This design comes from an exercise in tuning for small area, a short achievable clock period and few clock cycles on the open sky130 flow, not from production work. In this exercise RTL edits were held to simulation tests only and were not proved equivalent to the original. Power is estimated from default activity; no workload was simulated.

==> inputs of job 1512 <==
// frx_top
module frx_top (
    input  wire        clk,
    input  wire        rst,             
    input  wire        p_valid,
    input  wire [63:0] p_word,
    output wire        p_ready,
    input  wire        h_valid,
    input  wire [63:0] h_word,
    output wire        h_ready,
    output reg         r_valid,
    output reg  [1:0]  r_status,
    output reg  [31:0] r_data
);
    localparam integer CAPACITY = 67;
    localparam [2:0] K_OK     = 3'd0,    
                     K_ILL    = 3'd1,
                     K_RANGE  = 3'd2,
                     K_AVAIL  = 3'd3,
                     K_VALUE  = 3'd4,
                     K_BITLEN = 3'd5,
                     K_DELAY  = 3'd6,
                     K_RSTAV  = 3'd7;
    function [1023:0] mk_madd;
        input integer dummy;
        integer i, j;
        begin
            mk_madd = 1024'd0;
            for (i = 0; i < 16; i = i + 1)
                for (j = 0; j < 16; j = j + 1)
                    mk_madd[(i*16+j)*4 +: 4] = (i + j) % 15;
        end
    endfunction
    function [1023:0] mk_qdig;
        input integer dummy;
        integer i, j;
        begin
            mk_qdig = 1024'd0;
            for (i = 0; i < 15; i = i + 1)
                for (j = 0; j < 16; j = j + 1)
                    mk_qdig[(i*16+j)*4 +: 4] = (16*i + j) / 15;
        end
    endfunction
    localparam [1023:0] T_MADD = mk_madd(0);
    localparam [1023:0] T_QDIG = mk_qdig(0);
    function [3:0] madd;
        input [3:0] a, b;
        begin
            madd = T_MADD[{a, b, 2'b00} +: 4];
        end
    endfunction
    function [3:0] qdig;
        input [3:0] r, n;
        begin
            qdig = T_QDIG[{r, n, 2'b00} +: 4];
        end
    endfunction
    reg        rx_en;
    reg        pin_valid;
    reg [7:0]  rx_pin;
    reg [6:0]  tol_pct;
    reg [6:0]  cc;
    reg        rc;
    reg [31:0] last_time;
    reg [31:0] rx_value;
    reg [5:0]  rx_bitlen;
    reg [28:0] rx_delay;
    reg        rx_avail;
    reg        pa_v, pa_ok;
    reg [31:0] pa_t;
    reg        ha_v, ha_bar, ha_cd, ha_raw, ha_cip, ha_z8, ha_z28, ha_z36;
    reg [7:0]  ha_op;
    reg [35:0] ha_x;
    reg [3:0]  ha_cnt;
    reg        b_v, c_v, q_v, m1_v, m2_v, m3_v, g_v, f_v;
    reg [31:0] b_d, c_d, q_d;
  ...
Settings: LEC_CHECK=0, CAP_MARGIN=20, CORE_MARGIN=2, CORE_UTILIZATION=50, PLACE_DENSITY=0.6, SLEW_MARGIN=20; clock period 12.0 ns.
standard.sh (not shown) runs the stock make flow with config.mk's settings and CLKGATE_MAP_FILE= SYNTH_SCRIPT=/design/flow/synth_recipe.tcl, a recipe that flattens the netlist after the stock synthesis.
==> flow/flow/run.sh <==
#!/bin/bash
# The standard layout, with timing repair aiming for 7.5 ns of setup slack
# (a 4.5 ns period) instead of 0; everything else as the standard.sh.
set -euo pipefail
bash standard.sh SETUP_SLACK_MARGIN=7.5 finish > make_finish.log 2>&1
==> job 239: changes against job 1512 <==
--- a/flow/design.v
+++ b/flow/design.v
@@ -100,44 +100,26 @@
                      K_RANGE  = 3'd2,
                      K_AVAIL  = 3'd3,
                      K_VALUE  = 3'd4,
                      K_BITLEN = 3'd5,
                      K_DELAY  = 3'd6,
                      K_RSTAV  = 3'd7;
-    function [1023:0] mk_madd;
-        input integer dummy;
-        integer i, j;
+    function [3:0] mod15;
+        input [6:0] v;
+        reg   [4:0] t;
         begin
-            mk_madd = 1024'd0;
-            for (i = 0; i < 16; i = i + 1)
-                for (j = 0; j < 16; j = j + 1)
-                    mk_madd[(i*16+j)*4 +: 4] = (i + j) % 15;
-        end
-    endfunction
-    function [1023:0] mk_qdig;
-        input integer dummy;
-        integer i, j;
-        begin
-            mk_qdig = 1024'd0;
-            for (i = 0; i < 15; i = i + 1)
-                for (j = 0; j < 16; j = j + 1)
-                    mk_qdig[(i*16+j)*4 +: 4] = (16*i + j) / 15;
-        end
-    endfunction
-    localparam [1023:0] T_MADD = mk_madd(0);
-    localparam [1023:0] T_QDIG = mk_qdig(0);
-    function [3:0] madd;
-        input [3:0] a, b;
-        begin
-            madd = T_MADD[{a, b, 2'b00} +: 4];
+            t     = {2'd0, v[6:4]} + {1'b0, v[3:0]};
+            mod15 = (t >= 5'd15) ? (t[3:0] + 4'd1) : t[3:0];
         end
     endfunction
     function [3:0] qdig;
         input [3:0] r, n;
+        reg   [4:0] t;
         begin
-            qdig = T_QDIG[{r, n, 2'b00} +: 4];
+            t    = {1'b0, r} + {1'b0, n};
+            qdig = r + {3'd0, (t >= 5'd15)};
         end
     endfunction
     reg        rx_en;
     reg        pin_valid;
     reg [7:0]  rx_pin;
     reg [6:0]  tol_pct;
@@ -156,13 +138,16 @@
     reg [3:0]  ha_cnt;
     reg        b_v, c_v, q_v, m1_v, m2_v, m3_v, g_v, f_v;
     reg [31:0] b_d, c_d, q_d;
     reg [6:0]  b_t;                         
     reg [6:0]  c_wi, q_wi, m1_wi, m2_wi, m3_wi;
     reg        c_dec, q_dec, m1_dec, m2_dec, m3_dec, g_dec, f_dec;
-    reg [3:0]  c_r7, c_r6, c_r5, c_r4, c_m32, c_m321;
+    reg [3:0]  c_s7;                        
+    reg [4:0]  c_s6;
+    reg [5:0]  c_s5, c_s4, c_p321;
+    reg [4:0]  c_p32;
     reg [3:0]  q_r7, q_r6, q_r5, q_r4, q_r3, q_r2, q_r1;
     reg [33:0] m1_u;                        
     reg        m1_c;
     reg [33:0] m2_s;                        
     reg        m2_c, m3_c;
     reg [28:0] m3_e;
@@ -187,46 +172,58 @@
     reg [35:0] w25;                         
     reg        tol_ok;                      
     reg [28:0] md;                          
     reg [35:0] prod;                        
     reg [5:0]  tsh;
     reg [1:0]  mcnt;
-    wire ha_wait = (ha_bar & ~drained) | (ha_raw & sd_busy) | (ha_cd & sc_busy) |
-                   (ha_cip & (ha_cnt != 4'd13));
-    wire issue   = ha_v & ~ha_wait;
-    assign h_ready = ~ha_v | ~ha_wait;
-    assign p_ready = ~(ha_v & (ha_bar | (ha_raw & sd_busy)));
+    reg  hr, pr;
+    assign h_ready = hr;
+    assign p_ready = pr;
+    wire issue = ha_v & hr;
     wire p_fmt = (p_word[63:56] == 8'h01) && (p_word[55:32] == 24'd0);
     wire h_z36 = (h_word[55:36] == 20'd0);
     wire h_z28 = h_z36 && (h_word[35:28] == 8'd0);
     wire h_z8  = h_z28 && (h_word[27:8] == 20'd0);
     wire [7:0] h_op = h_word[63:56];
+    wire h_bar = (h_op[7:2] == 6'b000100) && (h_op[1:0] != 2'd3);      
+    wire h_raw = (h_op == 8'h25);
+    wire h_cip = (h_op[7:1] == 7'b0011000);                             
+    wire h_cd  = (h_op == 8'h26) || h_cip;
+    wire       ha_v_n   = ~rst & (hr ? h_valid : ha_v);
+    wire       ha_bar_n = hr ? h_bar : ha_bar;
+    wire       ha_raw_n = hr ? h_raw : ha_raw;
+    wire       ha_cd_n  = hr ? h_cd  : ha_cd;
+    wire       ha_cip_n = hr ? h_cip : ha_cip;
+    wire [3:0] ha_cnt_n = hr ? 4'd0 : (ha_cip && ha_cnt != 4'd13) ? ha_cnt + 4'd1 : ha_cnt;
+    wire       drained_n, sc_busy_n, sd_busy_n;
+    wire       ha_wait_n = (ha_bar_n & ~drained_n) | (ha_raw_n & sd_busy_n) |
+                           (ha_cd_n & sc_busy_n) | (ha_cip_n & (ha_cnt_n != 4'd13));
+    always @(posedge clk) begin
+        hr <= ~ha_v_n | ~ha_wait_n;
+        pr <= ~(ha_v_n & (ha_bar_n | (ha_raw_n & sd_busy_n)));
+    end
     wire [31:0] cstep;
     frx_cipher u_cipher (.enc(ha_op[0]), .step(ha_cnt), .in(ha_x), .out(cstep));
     always @(posedge clk) begin
         pa_v  <= ~rst & p_valid & p_ready;
         pa_ok <= p_fmt;
         pa_t  <= p_word[31:0];
-        if (rst)
-            ha_v <= 1'b0;
-        else if (h_ready)
-            ha_v <= h_valid;
-        if (h_ready) begin
+        ha_v   <= ha_v_n;
+        ha_bar <= ha_bar_n;
+        ha_raw <= ha_raw_n;
+        ha_cd  <= ha_cd_n;
+        ha_cip <= ha_cip_n;
+        ha_cnt <= ha_cnt_n;
+        if (hr) begin
             ha_op  <= h_op;
             ha_x   <= h_word[35:0];
             ha_z36 <= h_z36;
             ha_z28 <= h_z28;
             ha_z8  <= h_z8;
-            ha_bar <= (h_op[7:2] == 6'b000100) && (h_op[1:0] != 2'd3);    
-            ha_raw <= (h_op == 8'h25);
-            ha_cip <= (h_op[7:1] == 7'b0011000);                           
-            ha_cd  <= (h_op == 8'h26) || (h_op[7:1] == 7'b0011000);
-            ha_cnt <= 4'd0;
         end else if (ha_cip && ha_cnt != 4'd13) begin
             ha_x[31:0] <= cstep;
-            ha_cnt     <= ha_cnt + 4'd1;
         end
     end
     wire       a_n0 = ha_z8 && (ha_x[7:0] == 8'd0);
     reg  [2:0] a_k;
     always @* begin
         case (ha_op)
@@ -301,22 +298,22 @@
             cc <= b_wi + 7'd1;
             rc <= b_rc;
         end
         c_d   <= b_d;
         c_wi  <= b_wi;
         c_dec <= b_dec;
-        c_r7   <= madd(b_d[31:28], 4'd0);
-        c_r6   <= b_m76;
-        c_r5   <= madd(b_m76, b_d[23:20]);
-        c_r4   <= madd(b_m76, b_m54);
-        c_m32  <= b_m32;
-        c_m321 <= madd(b_m32, b_d[7:4]);
-    end
-    wire [3:0] b_m76 = madd(b_d[31:28], b_d[27:24]);
-    wire [3:0] b_m54 = madd(b_d[23:20], b_d[19:16]);
-    wire [3:0] b_m32 = madd(b_d[15:12], b_d[11:8]);
+        c_s7   <= b_d[31:28];
+        c_s6   <= b_p76;
+        c_s5   <= {1'b0, b_p76} + {2'd0, b_d[23:20]};
+        c_s4   <= {1'b0, b_p76} + {1'b0, b_p54};
+        c_p32  <= b_p32;
+        c_p321 <= {1'b0, b_p32} + {2'd0, b_d[7:4]};
+    end
+    wire [4:0] b_p76 = {1'b0, b_d[31:28]} + {1'b0, b_d[27:24]};
+    wire [4:0] b_p54 = {1'b0, b_d[23:20]} + {1'b0, b_d[19:16]};
+    wire [4:0] b_p32 = {1'b0, b_d[15:12]} + {1'b0, b_d[11:8]};
     wire b_mstart = b_v & b_dec;
     always @(posedge clk) begin
         if (b_mstart) begin
             md   <= dly;
             prod <= b_t[6] ? {7'd0, dly} : 36'd0;
             tsh  <= b_t[5:0];
@@ -329,19 +326,19 @@
         end
     end
     always @(posedge clk) begin
         q_d   <= c_d;
         q_wi  <= c_wi;
         q_dec <= c_dec;
-        q_r7  <= c_r7;
-        q_r6  <= c_r6;
-        q_r5  <= c_r5;
-        q_r4  <= c_r4;
-        q_r3  <= madd(c_r4, c_d[15:12]);
-        q_r2  <= madd(c_r4, c_m32);
-        q_r1  <= madd(c_r4, c_m321);
+        q_r7  <= mod15({3'd0, c_s7});
+        q_r6  <= mod15({2'd0, c_s6});
+        q_r5  <= mod15({1'b0, c_s5});
+        q_r4  <= mod15({1'b0, c_s4});
+        q_r3  <= mod15({1'b0, c_s4} + {3'd0, c_d[15:12]});
+        q_r2  <= mod15({1'b0, c_s4} + {2'd0, c_p32});
+        q_r1  <= mod15({1'b0, c_s4} + {1'b0, c_p321});
     end
     wire [31:0] q_q = {qdig(4'd0, q_d[31:28]), qdig(q_r7, q_d[27:24]),
                        qdig(q_r6, q_d[23:20]), qdig(q_r5, q_d[19:16]),
                        qdig(q_r4, q_d[15:12]), qdig(q_r3, q_d[11:8]),
                        qdig(q_r2, q_d[7:4]),   qdig(q_r1, q_d[3:0])};
     wire q_wi0 = (q_wi == 7'd0);
@@ -505,13 +502,16 @@
         hq_v  <= ~rst & hc_v;
         hm1_v <= ~rst & hq_v;
         hm2_v <= ~rst & hm1_v;
         hm3_v <= ~rst & hm2_v;
         hg_v  <= ~rst & hm3_v;
         hf_v  <= ~rst & hg_v;
-        drained <= rst | ~(n_pa | n_b | b_v | c_v | q_v | m1_v | m2_v | m3_v | g_v |
-                           n_hb | hb_v | hc_v | hq_v | hm1_v | hm2_v | hm3_v | hg_v);
-        sc_busy <= ~rst & ((n_hb & ha_cd) | (hb_v & hb_c) | (hc_v & hc_c) | (hq_v & hq_c) |
-                           (hm1_v & hm1_c) | (hm2_v & hm2_c) | (hm3_v & hm3_c));
-        sd_busy <= ~rst & ((n_hb & ha_raw) | (hb_v & hb_r) | (hc_v & hc_r) | (hq_v & hq_r));
-    end
+        drained <= drained_n;
+        sc_busy <= sc_busy_n;
+        sd_busy <= sd_busy_n;
+    end
+    assign drained_n = rst | ~(n_pa | n_b | b_v | c_v | q_v | m1_v | m2_v | m3_v | g_v |
+                               n_hb | hb_v | hc_v | hq_v | hm1_v | hm2_v | hm3_v | hg_v);
+    assign sc_busy_n = ~rst & ((n_hb & ha_cd) | (hb_v & hb_c) | (hc_v & hc_c) | (hq_v & hq_c) |
+                               (hm1_v & hm1_c) | (hm2_v & hm2_c) | (hm3_v & hm3_c));
+    assign sd_busy_n = ~rst & ((n_hb & ha_raw) | (hb_v & hb_r) | (hc_v & hc_r) | (hq_v & hq_r));
 endmodule
==> flow/flow/run.sh (replaced) <==
#!/bin/bash
# The standard layout, with timing repair aiming for 8.5 ns of setup slack
# (a 3.5 ns period) instead of 0; everything else as the standard.sh.
set -euo pipefail
bash standard.sh SETUP_SLACK_MARGIN=8.5 finish > make_finish.log 2>&1
==> comparison table <==
| metric | job 239 | job 1512 |
|---|---|---|
| Synth Instances | 9435 | 10400 |
| Met1 track demand over resource | 50.9% | 50.6% |
| Result of the run | timing/DRC/antenna clean | timing/DRC/antenna clean |
| Compound-cell area share of the yosys netlist | 12.9% | 15.1% |
| Wirelength per Cell | 38.2 um | 36.2 um |
| Hold endpoint | q_d[10] | q_d[7] |
| Die Span Y | 512 um | 525 um |
| Stages on worst setup path | 16 | 9 |
| GR Util met3 | 13.2% | 10.9% |
| Post-route cell area | 151000 um^2 | 155000 um^2 |
| Leakage power | 53.2 nW | 53.7 nW |
| Count of buffers added by post-CTS timing repair for setup | 132 | 22 |
| Tot GR Track Use | 38.5% | 37.0% |
| Total of cells resized after clock tree synthesis | 385 | 37 |
| Endpoint class of the critical path | flip-flop | output pin |
| Clock buffer and inverter area fraction after layout | 7.15% | 7.15% |
| CP Capture Point | prod[34] | h_ready |
| M1 wire length | 184 mm | 196 mm |
| Number of buffers created by CTS | 338 | 330 |
Testbench counts of job 1512, summed over its fixed seeds: cycles 14,122.
Testbench counts of job 239, summed over its fixed seeds: cycles 14,122.

* * *

==> indigo: inputs <==
frx_top, a different RTL version from the one above (not shown whole).
Settings: LEC_CHECK=0, CAP_MARGIN=20, CORE_MARGIN=2, CORE_UTILIZATION=50, CTS_CLUSTER_DIAMETER=60, CTS_CLUSTER_SIZE=30, PLACE_DENSITY=0.6, SLEW_MARGIN=20, TNS_END_PERCENT=10; clock period 12.0 ns.
==> flow/flow/run.sh <==
#!/bin/bash
# The standard layout, with timing repair aiming for 8.5 ns of setup slack
# (a 3.5 ns period) instead of 0; everything else as the standard.sh.
set -euo pipefail
bash standard.sh SETUP_SLACK_MARGIN=8.5 finish > make_finish.log 2>&1
==> tundra: changes against indigo <==
--- a/flow/design.v
+++ b/flow/design.v
@@ -127,67 +127,70 @@
     reg        rc;
     reg [31:0] last_time;
     reg [31:0] rx_value;
     reg [5:0]  rx_bitlen;
     reg [28:0] rx_delay;
     reg        rx_avail;
     reg        pa_v, pa_ok;
     reg [31:0] pa_t;
-    reg        ha_v, ha_bar, ha_cd, ha_raw, ha_cip, ha_z8, ha_z28, ha_z36;
+    reg        ha_v, ha_bar, ha_cd, ha_raw, ha_cip, ha_za, ha_zb, ha_zc;
     reg [7:0]  ha_op;
     reg [35:0] ha_x;
     reg [3:0]  ha_cnt;
     reg        b_v, c_v, q_v, m1_v, m2_v, m3_v, g_v, f_v;
     reg [31:0] b_d, c_d, q_d;
     reg [6:0]  b_t;                         
     reg [6:0]  c_wi, q_wi, m1_wi, m2_wi, m3_wi;
-    reg        c_dec, q_dec, m1_dec, m2_dec, m3_dec, g_dec, f_dec;
+    reg        c_dec, q_dec, m1_dec, m2_dec, m3_dec, g_dec;
     reg [3:0]  c_s7;                        
     reg [4:0]  c_s6;
     reg [5:0]  c_s5, c_s4, c_p321;
     reg [4:0]  c_p32;
     reg [3:0]  q_r7, q_r6, q_r5, q_r4, q_r3, q_r2, q_r1;
     reg [33:0] m1_u;                        
     reg        m1_c;
     reg [33:0] m2_s;                        
     reg        m2_c, m3_c;
     reg [28:0] m3_e;
     reg        hb_v, hc_v, hq_v, hm1_v, hm2_v, hm3_v, hg_v, hf_v;
     reg [2:0]  hb_k, hc_k, hq_k, hm1_k, hm2_k, hm3_k, hg_k, hf_k;
     reg        hb_c, hc_c, hq_c, hm1_c, hm2_c, hm3_c, hg_c, hf_c;    
     reg        hb_r, hc_r, hq_r, hm1_r, hm2_r, hm3_r, hg_r, hf_r;    
     reg [6:0]  hb_idx, hc_idx, hq_idx;
+    reg [8:0]  hq_hi;                       
+    reg [7:0]  hq_lo;                       
+    reg        hq_fw;                       
     reg [31:0] sc;                          
     reg [31:0] sd;                          
     reg        drained;                     
     reg        sc_busy;                     
     reg        sd_busy;                     
     reg [28:0] dly;                         
     reg [28:0] emax;                        
     reg [28:0] pend_m;                      
     reg        pend_c;
     reg [31:0] code;
     reg        sfail;                       
     reg [6:0]  last_wi;
     reg [5:0]  bl_snap;                     
     reg [35:0] w25;                         
-    reg        tol_ok;                      
+    reg        f_pub;                       
     reg [28:0] md;                          
     reg [35:0] prod;                        
     reg [5:0]  tsh;
     reg [1:0]  mcnt;
     reg  hr, pr;
     assign h_ready = hr;
     assign p_ready = pr;
     wire issue = ha_v & hr;
     wire p_fmt = (p_word[63:56] == 8'h01) && (p_word[55:32] == 24'd0);
-    wire h_z36 = (h_word[55:36] == 20'd0);
-    wire h_z28 = h_z36 && (h_word[35:28] == 8'd0);
-    wire h_z8  = h_z28 && (h_word[27:8] == 20'd0);
+    wire h_za  = (h_word[55:36] == 20'd0);
+    wire h_zb  = (h_word[35:28] == 8'd0);
+    wire h_zc  = (h_word[27:8] == 20'd0);
     wire [7:0] h_op = h_word[63:56];
     wire h_bar = (h_op[7:2] == 6'b000100) && (h_op[1:0] != 2'd3);      
     wire h_raw = (h_op == 8'h25);
     wire h_cip = (h_op[7:1] == 7'b0011000);                             
     wire h_cd  = (h_op == 8'h26) || h_cip;
     wire       ha_v_n   = ~rst & (hr ? h_valid : ha_v);
     wire       ha_bar_n = hr ? h_bar : ha_bar;
     wire       ha_raw_n = hr ? h_raw : ha_raw;
@@ -211,24 +214,27 @@
         ha_bar <= ha_bar_n;
         ha_raw <= ha_raw_n;
         ha_cd  <= ha_cd_n;
         ha_cip <= ha_cip_n;
         ha_cnt <= ha_cnt_n;
         if (hr) begin
             ha_op  <= h_op;
             ha_x   <= h_word[35:0];
-            ha_z36 <= h_z36;
-            ha_z28 <= h_z28;
-            ha_z8  <= h_z8;
+            ha_za  <= h_za;
+            ha_zb  <= h_zb;
+            ha_zc  <= h_zc;
         end else if (ha_cip && ha_cnt != 4'd13) begin
             ha_x[31:0] <= cstep;
         end
     end
-    wire       a_n0 = ha_z8 && (ha_x[7:0] == 8'd0);
+    wire       ha_z36 = ha_za;                      
+    wire       ha_z28 = ha_za & ha_zb;              
+    wire       ha_z8  = ha_za & ha_zb & ha_zc;      
+    wire       a_n0   = ha_z8 && (ha_x[7:0] == 8'd0);
     reg  [2:0] a_k;
     always @* begin
         case (ha_op)
         8'h10: a_k = ha_z8 ? K_OK : K_ILL;
         8'h11: a_k = a_n0  ? K_OK : K_ILL;
         8'h12: a_k = a_n0  ? K_OK : K_ILL;
         8'h13: a_k = !ha_z8 ? K_ILL : (ha_x[7:0] > 8'd100) ? K_RANGE : K_OK;
         8'h20: a_k = a_n0  ? K_AVAIL  : K_ILL;
@@ -368,20 +374,20 @@
         m1_u   <= {2'd0, q_d} - {4'd0, dly, 1'b0};
         m1_c   <= {1'b0, q_d} > {3'd0, dly, 1'b0};
     end
     reg [31:0] q_rd;
     integer    i;
     always @* begin
         q_rd = 32'd0;
         for (i = 0; i < CAPACITY; i = i + 1)
-            q_rd = q_rd | (bufm[i] & {32{hq_idx == i}});
+            q_rd = q_rd | (bufm[i] & {32{hq_hi[i / 8] & hq_lo[i % 8]}});
     end
     wire q_rv = (hq_idx < bhi);
-    wire [31:0] q_raw = (q_v && q_wi == hq_idx) ? q_d : (q_rv ? q_rd : 32'd0);
+    wire [31:0] q_raw = hq_fw ? q_d : (q_rv ? q_rd : 32'd0);
     wire [33:0] m1_k = {5'd0, dly} ^ {34{m1_c}};
     wire [34:0] m1_t = {m1_u, 1'b1} + {m1_k, m1_c};
     always @(posedge clk) begin
         m2_wi  <= m1_wi;
         m2_dec <= m1_dec;
         m2_c   <= m1_c;
         m2_s   <= m1_t[34:1];
     end
@@ -409,20 +415,18 @@
             end
         end
         if (m3_v && m3_dec)
             bl_snap <= last_wi[6:1];
         w25   <= {3'd0, emax, 4'd0} + {4'd0, emax, 3'd0} + {7'd0, emax} + 36'd25;
         g_dec <= m3_dec;
     end
     always @(posedge clk) begin
-        tol_ok <= (w25 <= {2'd0, prod[35:2]});
-        f_dec  <= g_dec;
+        f_pub <= ~rst & g_v & g_dec & ~sfail & (w25 <= {2'd0, prod[35:2]});
     end
-    wire        f_pub  = f_v & f_dec & ~sfail & tol_ok;
     wire        rs_clr = hf_v && (hf_k == K_RSTAV);
     wire        n_av   = f_pub | rx_avail;
     wire [31:0] n_val  = f_pub ? code : rx_value;
     wire [5:0]  n_bl   = f_pub ? bl_snap : rx_bitlen;
     wire [28:0] n_dl   = f_pub ? md : rx_delay;
     always @(posedge clk) begin
         if (rst || bar_clr || rs_clr) begin
             rx_value  <= 32'd0;
@@ -444,16 +448,19 @@
         hc_k   <= hb_k;
         hc_c   <= hb_c;
         hc_r   <= hb_r;
         hc_idx <= hb_idx;
         hq_k   <= hc_k;
         hq_c   <= hc_c;
         hq_r   <= hc_r;
         hq_idx <= hc_idx;
+        hq_hi  <= 9'd1 << hc_idx[6:3];
+        hq_lo  <= 8'd1 << hc_idx[2:0];
+        hq_fw  <= c_v && (c_wi == hc_idx);
         hm1_k  <= hq_k;
         hm1_c  <= hq_c;
         hm1_r  <= hq_r;
         hm2_k  <= hm1_k;
         hm2_c  <= hm1_c;
         hm2_r  <= hm1_r;
         hm3_k  <= hm2_k;
         hm3_c  <= hm2_c;
==> flow/flow/run.sh (replaced) <==
#!/bin/bash
# The standard layout, with timing repair aiming for 8.5 ns of setup slack
# (a 3.5 ns period) instead of 0 and without gate cloning (a clone's load can
# end up at the max-capacitance limit after routing); everything else as
# the standard.sh.
set -euo pipefail
bash standard.sh SETUP_SLACK_MARGIN=8.5 SKIP_GATE_CLONING=1 finish > make_finish.log 2>&1
==> amber: changes against indigo <==
--- a/flow/design.v
+++ b/flow/design.v
@@ -127,67 +127,70 @@
     reg        rc;
     reg [31:0] last_time;
     reg [31:0] rx_value;
     reg [5:0]  rx_bitlen;
     reg [28:0] rx_delay;
     reg        rx_avail;
     reg        pa_v, pa_ok;
     reg [31:0] pa_t;
-    reg        ha_v, ha_bar, ha_cd, ha_raw, ha_cip, ha_z8, ha_z28, ha_z36;
+    reg        ha_v, ha_bar, ha_cd, ha_raw, ha_cip, ha_za, ha_zb, ha_zc;
     reg [7:0]  ha_op;
     reg [35:0] ha_x;
     reg [3:0]  ha_cnt;
     reg        b_v, c_v, q_v, m1_v, m2_v, m3_v, g_v, f_v;
     reg [31:0] b_d, c_d, q_d;
     reg [6:0]  b_t;                         
     reg [6:0]  c_wi, q_wi, m1_wi, m2_wi, m3_wi;
-    reg        c_dec, q_dec, m1_dec, m2_dec, m3_dec, g_dec, f_dec;
+    reg        c_dec, q_dec, m1_dec, m2_dec, m3_dec, g_dec;
     reg [3:0]  c_s7;                        
     reg [4:0]  c_s6;
     reg [5:0]  c_s5, c_s4, c_p321;
     reg [4:0]  c_p32;
     reg [3:0]  q_r7, q_r6, q_r5, q_r4, q_r3, q_r2, q_r1;
     reg [33:0] m1_u;                        
     reg        m1_c;
     reg [33:0] m2_s;                        
     reg        m2_c, m3_c;
     reg [28:0] m3_e;
     reg        hb_v, hc_v, hq_v, hm1_v, hm2_v, hm3_v, hg_v, hf_v;
     reg [2:0]  hb_k, hc_k, hq_k, hm1_k, hm2_k, hm3_k, hg_k, hf_k;
     reg        hb_c, hc_c, hq_c, hm1_c, hm2_c, hm3_c, hg_c, hf_c;    
     reg        hb_r, hc_r, hq_r, hm1_r, hm2_r, hm3_r, hg_r, hf_r;    
     reg [6:0]  hb_idx, hc_idx, hq_idx;
+    reg [8:0]  hq_hi;                       
+    reg [7:0]  hq_lo;                       
+    reg        hq_fw;                       
     reg [31:0] sc;                          
     reg [31:0] sd;                          
     reg        drained;                     
     reg        sc_busy;                     
     reg        sd_busy;                     
     reg [28:0] dly;                         
     reg [28:0] emax;                        
     reg [28:0] pend_m;                      
     reg        pend_c;
     reg [31:0] code;
     reg        sfail;                       
     reg [6:0]  last_wi;
     reg [5:0]  bl_snap;                     
     reg [35:0] w25;                         
-    reg        tol_ok;                      
+    reg        f_pub;                       
     reg [28:0] md;                          
     reg [35:0] prod;                        
     reg [5:0]  tsh;
     reg [1:0]  mcnt;
     reg  hr, pr;
     assign h_ready = hr;
     assign p_ready = pr;
     wire issue = ha_v & hr;
     wire p_fmt = (p_word[63:56] == 8'h01) && (p_word[55:32] == 24'd0);
-    wire h_z36 = (h_word[55:36] == 20'd0);
-    wire h_z28 = h_z36 && (h_word[35:28] == 8'd0);
-    wire h_z8  = h_z28 && (h_word[27:8] == 20'd0);
+    wire h_za  = (h_word[55:36] == 20'd0);
+    wire h_zb  = (h_word[35:28] == 8'd0);
+    wire h_zc  = (h_word[27:8] == 20'd0);
     wire [7:0] h_op = h_word[63:56];
     wire h_bar = (h_op[7:2] == 6'b000100) && (h_op[1:0] != 2'd3);      
     wire h_raw = (h_op == 8'h25);
     wire h_cip = (h_op[7:1] == 7'b0011000);                             
     wire h_cd  = (h_op == 8'h26) || h_cip;
     wire       ha_v_n   = ~rst & (hr ? h_valid : ha_v);
     wire       ha_bar_n = hr ? h_bar : ha_bar;
     wire       ha_raw_n = hr ? h_raw : ha_raw;
@@ -211,24 +214,27 @@
         ha_bar <= ha_bar_n;
         ha_raw <= ha_raw_n;
         ha_cd  <= ha_cd_n;
         ha_cip <= ha_cip_n;
         ha_cnt <= ha_cnt_n;
         if (hr) begin
             ha_op  <= h_op;
             ha_x   <= h_word[35:0];
-            ha_z36 <= h_z36;
-            ha_z28 <= h_z28;
-            ha_z8  <= h_z8;
+            ha_za  <= h_za;
+            ha_zb  <= h_zb;
+            ha_zc  <= h_zc;
         end else if (ha_cip && ha_cnt != 4'd13) begin
             ha_x[31:0] <= cstep;
         end
     end
-    wire       a_n0 = ha_z8 && (ha_x[7:0] == 8'd0);
+    wire       ha_z36 = ha_za;                      
+    wire       ha_z28 = ha_za & ha_zb;              
+    wire       ha_z8  = ha_za & ha_zb & ha_zc;      
+    wire       a_n0   = ha_z8 && (ha_x[7:0] == 8'd0);
     reg  [2:0] a_k;
     always @* begin
         case (ha_op)
         8'h10: a_k = ha_z8 ? K_OK : K_ILL;
         8'h11: a_k = a_n0  ? K_OK : K_ILL;
         8'h12: a_k = a_n0  ? K_OK : K_ILL;
         8'h13: a_k = !ha_z8 ? K_ILL : (ha_x[7:0] > 8'd100) ? K_RANGE : K_OK;
         8'h20: a_k = a_n0  ? K_AVAIL  : K_ILL;
@@ -368,20 +374,20 @@
         m1_u   <= {2'd0, q_d} - {4'd0, dly, 1'b0};
         m1_c   <= {1'b0, q_d} > {3'd0, dly, 1'b0};
     end
     reg [31:0] q_rd;
     integer    i;
     always @* begin
         q_rd = 32'd0;
         for (i = 0; i < CAPACITY; i = i + 1)
-            q_rd = q_rd | (bufm[i] & {32{hq_idx == i}});
+            q_rd = q_rd | (bufm[i] & {32{hq_hi[i / 8] & hq_lo[i % 8]}});
     end
     wire q_rv = (hq_idx < bhi);
-    wire [31:0] q_raw = (q_v && q_wi == hq_idx) ? q_d : (q_rv ? q_rd : 32'd0);
+    wire [31:0] q_raw = hq_fw ? q_d : (q_rv ? q_rd : 32'd0);
     wire [33:0] m1_k = {5'd0, dly} ^ {34{m1_c}};
     wire [34:0] m1_t = {m1_u, 1'b1} + {m1_k, m1_c};
     always @(posedge clk) begin
         m2_wi  <= m1_wi;
         m2_dec <= m1_dec;
         m2_c   <= m1_c;
         m2_s   <= m1_t[34:1];
     end
@@ -409,20 +415,18 @@
             end
         end
         if (m3_v && m3_dec)
             bl_snap <= last_wi[6:1];
         w25   <= {3'd0, emax, 4'd0} + {4'd0, emax, 3'd0} + {7'd0, emax} + 36'd25;
         g_dec <= m3_dec;
     end
     always @(posedge clk) begin
-        tol_ok <= (w25 <= {2'd0, prod[35:2]});
-        f_dec  <= g_dec;
+        f_pub <= ~rst & g_v & g_dec & ~sfail & (w25 <= {2'd0, prod[35:2]});
     end
-    wire        f_pub  = f_v & f_dec & ~sfail & tol_ok;
     wire        rs_clr = hf_v && (hf_k == K_RSTAV);
     wire        n_av   = f_pub | rx_avail;
     wire [31:0] n_val  = f_pub ? code : rx_value;
     wire [5:0]  n_bl   = f_pub ? bl_snap : rx_bitlen;
     wire [28:0] n_dl   = f_pub ? md : rx_delay;
     always @(posedge clk) begin
         if (rst || bar_clr || rs_clr) begin
             rx_value  <= 32'd0;
@@ -444,16 +448,19 @@
         hc_k   <= hb_k;
         hc_c   <= hb_c;
         hc_r   <= hb_r;
         hc_idx <= hb_idx;
         hq_k   <= hc_k;
         hq_c   <= hc_c;
         hq_r   <= hc_r;
         hq_idx <= hc_idx;
+        hq_hi  <= 9'd1 << hc_idx[6:3];
+        hq_lo  <= 8'd1 << hc_idx[2:0];
+        hq_fw  <= c_v && (c_wi == hc_idx);
         hm1_k  <= hq_k;
         hm1_c  <= hq_c;
         hm1_r  <= hq_r;
         hm2_k  <= hm1_k;
         hm2_c  <= hm1_c;
         hm2_r  <= hm1_r;
         hm3_k  <= hm2_k;
         hm3_c  <= hm2_c;
==> fjord: changes against indigo <==
--- a/flow/design.v
+++ b/flow/design.v
@@ -127,67 +127,70 @@
     reg        rc;
     reg [31:0] last_time;
     reg [31:0] rx_value;
     reg [5:0]  rx_bitlen;
     reg [28:0] rx_delay;
     reg        rx_avail;
     reg        pa_v, pa_ok;
     reg [31:0] pa_t;
-    reg        ha_v, ha_bar, ha_cd, ha_raw, ha_cip, ha_z8, ha_z28, ha_z36;
+    reg        ha_v, ha_bar, ha_cd, ha_raw, ha_cip, ha_za, ha_zb, ha_zc;
     reg [7:0]  ha_op;
     reg [35:0] ha_x;
     reg [3:0]  ha_cnt;
     reg        b_v, c_v, q_v, m1_v, m2_v, m3_v, g_v, f_v;
     reg [31:0] b_d, c_d, q_d;
     reg [6:0]  b_t;                         
     reg [6:0]  c_wi, q_wi, m1_wi, m2_wi, m3_wi;
-    reg        c_dec, q_dec, m1_dec, m2_dec, m3_dec, g_dec, f_dec;
+    reg        c_dec, q_dec, m1_dec, m2_dec, m3_dec, g_dec;
     reg [3:0]  c_s7;                        
     reg [4:0]  c_s6;
     reg [5:0]  c_s5, c_s4, c_p321;
     reg [4:0]  c_p32;
     reg [3:0]  q_r7, q_r6, q_r5, q_r4, q_r3, q_r2, q_r1;
     reg [33:0] m1_u;                        
     reg        m1_c;
     reg [33:0] m2_s;                        
     reg        m2_c, m3_c;
     reg [28:0] m3_e;
     reg        hb_v, hc_v, hq_v, hm1_v, hm2_v, hm3_v, hg_v, hf_v;
     reg [2:0]  hb_k, hc_k, hq_k, hm1_k, hm2_k, hm3_k, hg_k, hf_k;
     reg        hb_c, hc_c, hq_c, hm1_c, hm2_c, hm3_c, hg_c, hf_c;    
     reg        hb_r, hc_r, hq_r, hm1_r, hm2_r, hm3_r, hg_r, hf_r;    
     reg [6:0]  hb_idx, hc_idx, hq_idx;
+    reg [8:0]  hq_hi;                       
+    reg [7:0]  hq_lo;                       
+    reg        hq_fw;                       
     reg [31:0] sc;                          
     reg [31:0] sd;                          
     reg        drained;                     
     reg        sc_busy;                     
     reg        sd_busy;                     
     reg [28:0] dly;                         
     reg [28:0] emax;                        
     reg [28:0] pend_m;                      
     reg        pend_c;
     reg [31:0] code;
     reg        sfail;                       
     reg [6:0]  last_wi;
     reg [5:0]  bl_snap;                     
     reg [35:0] w25;                         
-    reg        tol_ok;                      
+    reg        f_pub;                       
     reg [28:0] md;                          
     reg [35:0] prod;                        
     reg [5:0]  tsh;
     reg [1:0]  mcnt;
     reg  hr, pr;
     assign h_ready = hr;
     assign p_ready = pr;
     wire issue = ha_v & hr;
     wire p_fmt = (p_word[63:56] == 8'h01) && (p_word[55:32] == 24'd0);
-    wire h_z36 = (h_word[55:36] == 20'd0);
-    wire h_z28 = h_z36 && (h_word[35:28] == 8'd0);
-    wire h_z8  = h_z28 && (h_word[27:8] == 20'd0);
+    wire h_za  = (h_word[55:36] == 20'd0);
+    wire h_zb  = (h_word[35:28] == 8'd0);
+    wire h_zc  = (h_word[27:8] == 20'd0);
     wire [7:0] h_op = h_word[63:56];
     wire h_bar = (h_op[7:2] == 6'b000100) && (h_op[1:0] != 2'd3);      
     wire h_raw = (h_op == 8'h25);
     wire h_cip = (h_op[7:1] == 7'b0011000);                             
     wire h_cd  = (h_op == 8'h26) || h_cip;
     wire       ha_v_n   = ~rst & (hr ? h_valid : ha_v);
     wire       ha_bar_n = hr ? h_bar : ha_bar;
     wire       ha_raw_n = hr ? h_raw : ha_raw;
@@ -211,24 +214,27 @@
         ha_bar <= ha_bar_n;
         ha_raw <= ha_raw_n;
         ha_cd  <= ha_cd_n;
         ha_cip <= ha_cip_n;
         ha_cnt <= ha_cnt_n;
         if (hr) begin
             ha_op  <= h_op;
             ha_x   <= h_word[35:0];
-            ha_z36 <= h_z36;
-            ha_z28 <= h_z28;
-            ha_z8  <= h_z8;
+            ha_za  <= h_za;
+            ha_zb  <= h_zb;
+            ha_zc  <= h_zc;
         end else if (ha_cip && ha_cnt != 4'd13) begin
             ha_x[31:0] <= cstep;
         end
     end
-    wire       a_n0 = ha_z8 && (ha_x[7:0] == 8'd0);
+    wire       ha_z36 = ha_za;                      
+    wire       ha_z28 = ha_za & ha_zb;              
+    wire       ha_z8  = ha_za & ha_zb & ha_zc;      
+    wire       a_n0   = ha_z8 && (ha_x[7:0] == 8'd0);
     reg  [2:0] a_k;
     always @* begin
         case (ha_op)
         8'h10: a_k = ha_z8 ? K_OK : K_ILL;
         8'h11: a_k = a_n0  ? K_OK : K_ILL;
         8'h12: a_k = a_n0  ? K_OK : K_ILL;
         8'h13: a_k = !ha_z8 ? K_ILL : (ha_x[7:0] > 8'd100) ? K_RANGE : K_OK;
         8'h20: a_k = a_n0  ? K_AVAIL  : K_ILL;
@@ -368,20 +374,20 @@
         m1_u   <= {2'd0, q_d} - {4'd0, dly, 1'b0};
         m1_c   <= {1'b0, q_d} > {3'd0, dly, 1'b0};
     end
     reg [31:0] q_rd;
     integer    i;
     always @* begin
         q_rd = 32'd0;
         for (i = 0; i < CAPACITY; i = i + 1)
-            q_rd = q_rd | (bufm[i] & {32{hq_idx == i}});
+            q_rd = q_rd | (bufm[i] & {32{hq_hi[i / 8] & hq_lo[i % 8]}});
     end
     wire q_rv = (hq_idx < bhi);
-    wire [31:0] q_raw = (q_v && q_wi == hq_idx) ? q_d : (q_rv ? q_rd : 32'd0);
+    wire [31:0] q_raw = hq_fw ? q_d : (q_rv ? q_rd : 32'd0);
     wire [33:0] m1_k = {5'd0, dly} ^ {34{m1_c}};
     wire [34:0] m1_t = {m1_u, 1'b1} + {m1_k, m1_c};
     always @(posedge clk) begin
         m2_wi  <= m1_wi;
         m2_dec <= m1_dec;
         m2_c   <= m1_c;
         m2_s   <= m1_t[34:1];
     end
@@ -409,20 +415,18 @@
             end
         end
         if (m3_v && m3_dec)
             bl_snap <= last_wi[6:1];
         w25   <= {3'd0, emax, 4'd0} + {4'd0, emax, 3'd0} + {7'd0, emax} + 36'd25;
         g_dec <= m3_dec;
     end
     always @(posedge clk) begin
-        tol_ok <= (w25 <= {2'd0, prod[35:2]});
-        f_dec  <= g_dec;
+        f_pub <= ~rst & g_v & g_dec & ~sfail & (w25 <= {2'd0, prod[35:2]});
     end
-    wire        f_pub  = f_v & f_dec & ~sfail & tol_ok;
     wire        rs_clr = hf_v && (hf_k == K_RSTAV);
     wire        n_av   = f_pub | rx_avail;
     wire [31:0] n_val  = f_pub ? code : rx_value;
     wire [5:0]  n_bl   = f_pub ? bl_snap : rx_bitlen;
     wire [28:0] n_dl   = f_pub ? md : rx_delay;
     always @(posedge clk) begin
         if (rst || bar_clr || rs_clr) begin
             rx_value  <= 32'd0;
@@ -444,16 +448,19 @@
         hc_k   <= hb_k;
         hc_c   <= hb_c;
         hc_r   <= hb_r;
         hc_idx <= hb_idx;
         hq_k   <= hc_k;
         hq_c   <= hc_c;
         hq_r   <= hc_r;
         hq_idx <= hc_idx;
+        hq_hi  <= 9'd1 << hc_idx[6:3];
+        hq_lo  <= 8'd1 << hc_idx[2:0];
+        hq_fw  <= c_v && (c_wi == hc_idx);
         hm1_k  <= hq_k;
         hm1_c  <= hq_c;
         hm1_r  <= hq_r;
         hm2_k  <= hm1_k;
         hm2_c  <= hm1_c;
         hm2_r  <= hm1_r;
         hm3_k  <= hm2_k;
         hm3_c  <= hm2_c;
@@ -465,31 +472,37 @@
         hf_c   <= hg_c;
         hf_r   <= hg_r;
         if (issue && ha_cd)
             sc <= ha_cip ? cout_w : {8'd67, 1'b0, tol_pct, rx_pin, 6'd0, pin_valid, rx_en};
         if (hq_v && hq_r)
             sd <= q_raw;
     end
     always @(posedge clk) begin
-        r_valid <= ~rst & hf_v;
-        case (hf_k)
+        r_valid <= ~rst & (hf_v | a_fast);
+        case (a_fast ? a_k : hf_k)
         K_OK:     begin r_status <= 2'd0; r_data <= hf_c ? sc : hf_r ? sd : 32'd0; end
         K_ILL:    begin r_status <= 2'd1; r_data <= 32'd0; end
         K_RANGE:  begin r_status <= 2'd2; r_data <= 32'd0; end
         K_AVAIL:  begin r_status <= 2'd0; r_data <= {31'd0, n_av}; end
         K_VALUE:  begin r_status <= 2'd0; r_data <= n_val; end
         K_BITLEN: begin r_status <= 2'd0; r_data <= {26'd0, n_bl}; end
         K_DELAY:  begin r_status <= 2'd0; r_data <= {3'd0, n_dl}; end
         default:  begin r_status <= 2'd0; r_data <= 32'd0; end
         endcase
     end
     wire n_pa = ~rst & p_valid & p_ready;
     wire n_b  = ~rst & a_live;
-    wire n_hb = ~rst & issue;
+    wire a_rxrd  = (a_k == K_AVAIL) | (a_k == K_VALUE) | (a_k == K_BITLEN) | (a_k == K_DELAY);
+    wire a_hidle = ~(hb_v | hc_v | hq_v | hm1_v | hm2_v | hm3_v | hg_v | hf_v);
+    wire a_nopub = ~((b_v & b_dec) | (c_v & c_dec) | (q_v & q_dec) | (m1_v & m1_dec) |
+                     (m2_v & m2_dec) | (m3_v & m3_dec) | (g_v & g_dec) | f_pub |
+                     (pa_v & (b_v ? b_rc : rc)));
+    wire a_fast  = issue & a_rxrd & a_hidle & a_nopub;
+    wire n_hb = ~rst & issue & ~a_fast;
     always @(posedge clk) begin
         b_v   <= n_b;
         c_v   <= ~rst & b_v;
         q_v   <= ~rst & c_v;
         m1_v  <= ~rst & q_v;
         m2_v  <= ~rst & m1_v;
         m3_v  <= ~rst & m2_v;
         g_v   <= ~rst & m3_v;
==> flow/flow/run.sh (replaced) <==
#!/bin/bash
# The standard layout, with timing repair aiming for 8.5 ns of setup slack
# (a 3.5 ns period) instead of 0 and without gate cloning (a clone's load can
# end up at the max-capacitance limit after routing); everything else as
# the standard.sh.
set -euo pipefail
bash standard.sh SETUP_SLACK_MARGIN=8.5 SKIP_GATE_CLONING=1 finish > make_finish.log 2>&1
==> reports/qor.yml <==
outcome:
  run_status: "timing/DRC/antenna clean"
floorplanning:
  floorplan.rows: 183
  floorplan.die.height_um: 503
layout:
  drive_above_1_share_pct: 12.7
  clockNetworkAreaShare_pct: 4.99
  layout.area.seq_um2: 86900
placed_design:
  numPlacedInstances: 11900
yosys:
  synth-compound-area-share_pct: 12.3
  synthDominantCellAreaShare_pct: 59.4
clocking:
  post_cts_resize_count: 243
drt:
  dr_wl_met2_mm: 193
  initial_drc_count: 15300
power:
  internal_power_mw: 16.8
grt:
  grt_pass1_wl_mm: 630
Source of the figures above: tundra

==> reports/qor.yml <==
layout:
  layout.area.seq_um2: 86900
  clockNetworkAreaShare_pct: 4.99
  drive_above_1_share_pct: 12.5
drt:
  dr_wl_met2_mm: 214
  initial_drc_count: 15500
yosys:
  synthDominantCellAreaShare_pct: 58.7
floorplanning:
  floorplan.die.height_um: 505
clocking:
  post_cts_resize_count: 266
outcome:
  run_status: "timing/DRC/antenna clean"
placed_design:
  numPlacedInstances: 12100
Source of the figures above: fjord

==> reports/qor.yml <==
layout:
  layout.area.seq_um2: 86600
  clockNetworkAreaShare_pct: 4.92
  drive_above_1_share_pct: 12.9
yosys:
  synthDominantCellAreaShare_pct: 59.4
  synth-compound-area-share_pct: 12.5
floorplanning:
  floorplan.die.height_um: 503
  floorplan.rows: 183
outcome:
  run_status: "timing/DRC/antenna clean"
drt:
  initial_drc_count: 16400
  dr_wl_met2_mm: 193
grt:
  global_route.usage.met2_pct: 51.4
  antenna_found_initial: 22
clocking:
  post_cts_resize_count: 351
Source of the figures above: indigo

==> reports/qor.yml <==
drt:
  initial_drc_count: 15500
floorplanning:
  floorplan.rows: 183
grt:
  grt_pass1_wl_mm: 630
placed_design:
  numPlacedInstances: 11900
clocking:
  post_cts_resize_count: 244
layout:
  layout.area.seq_um2: 86900
yosys:
  synth-compound-area-share_pct: 12.3
outcome:
  run_status: "timing/DRC/antenna clean"
power:
  internal_power_mw: 16.8
Source of the figures above: amber

Testbench counts of indigo, summed over its fixed seeds: cycles 14,122.
Testbench counts of tundra, summed over its fixed seeds: cycles 14,122.
Testbench counts of amber, summed over its fixed seeds: cycles 14,122.
Testbench counts of fjord, summed over its fixed seeds: cycles 14,058.

port drivers added, routing unchanged:
In the flow no input, the clock included, has a driving cell. The finished layouts below were timed again as built, in two steps. Step 1 assumes that a clkbuf_16 drives the clock port and a buf_2 every other input. Step 2 times the ports against the registers' clock, not the clock port: input delays grow and output delays shrink by t, the midpoint of the rising clock arrivals with the driver on. Slacks: ideal / step 1 / step 2; pairs: ideal / step 1.
| run | shift t [ns] | slack for setup (ns) | worst hold slack (ns) | worst slew at a driven data input, ns |
|---|---|---|---|---|
| job 1512 | 1.033 | 7.434 / 7.332 / 7.434 | 0.303 / 0.303 / 0.303 | 0.06 |
| job 239 | 1.062 | 8.175 / 8.087 / 7.614 | 0.307 / 0.307 / 0.307 | 0.05 |
| indigo | 1.000 | 8.142 / 8.114 / 7.439 | 0.319 / 0.319 / 0.319 | 0.08 |
| tundra | 0.998 | 8.033 / 8.033 / 7.386 | 0.311 / 0.311 / 0.311 | 0.08 |
| amber | 1.000 | 8.029 / 8.029 / 7.406 | 0.308 / 0.308 / 0.308 | 0.08 |
| fjord | 0.992 | 7.860 / 7.860 / 7.523 | 0.318 / 0.318 / 0.318 | 0.06 |
After both steps every run listed still meets setup and hold. The setup slack of indigo, which loses most, moves by -0.028 ns with the drivers and by -0.703 ns with both steps.
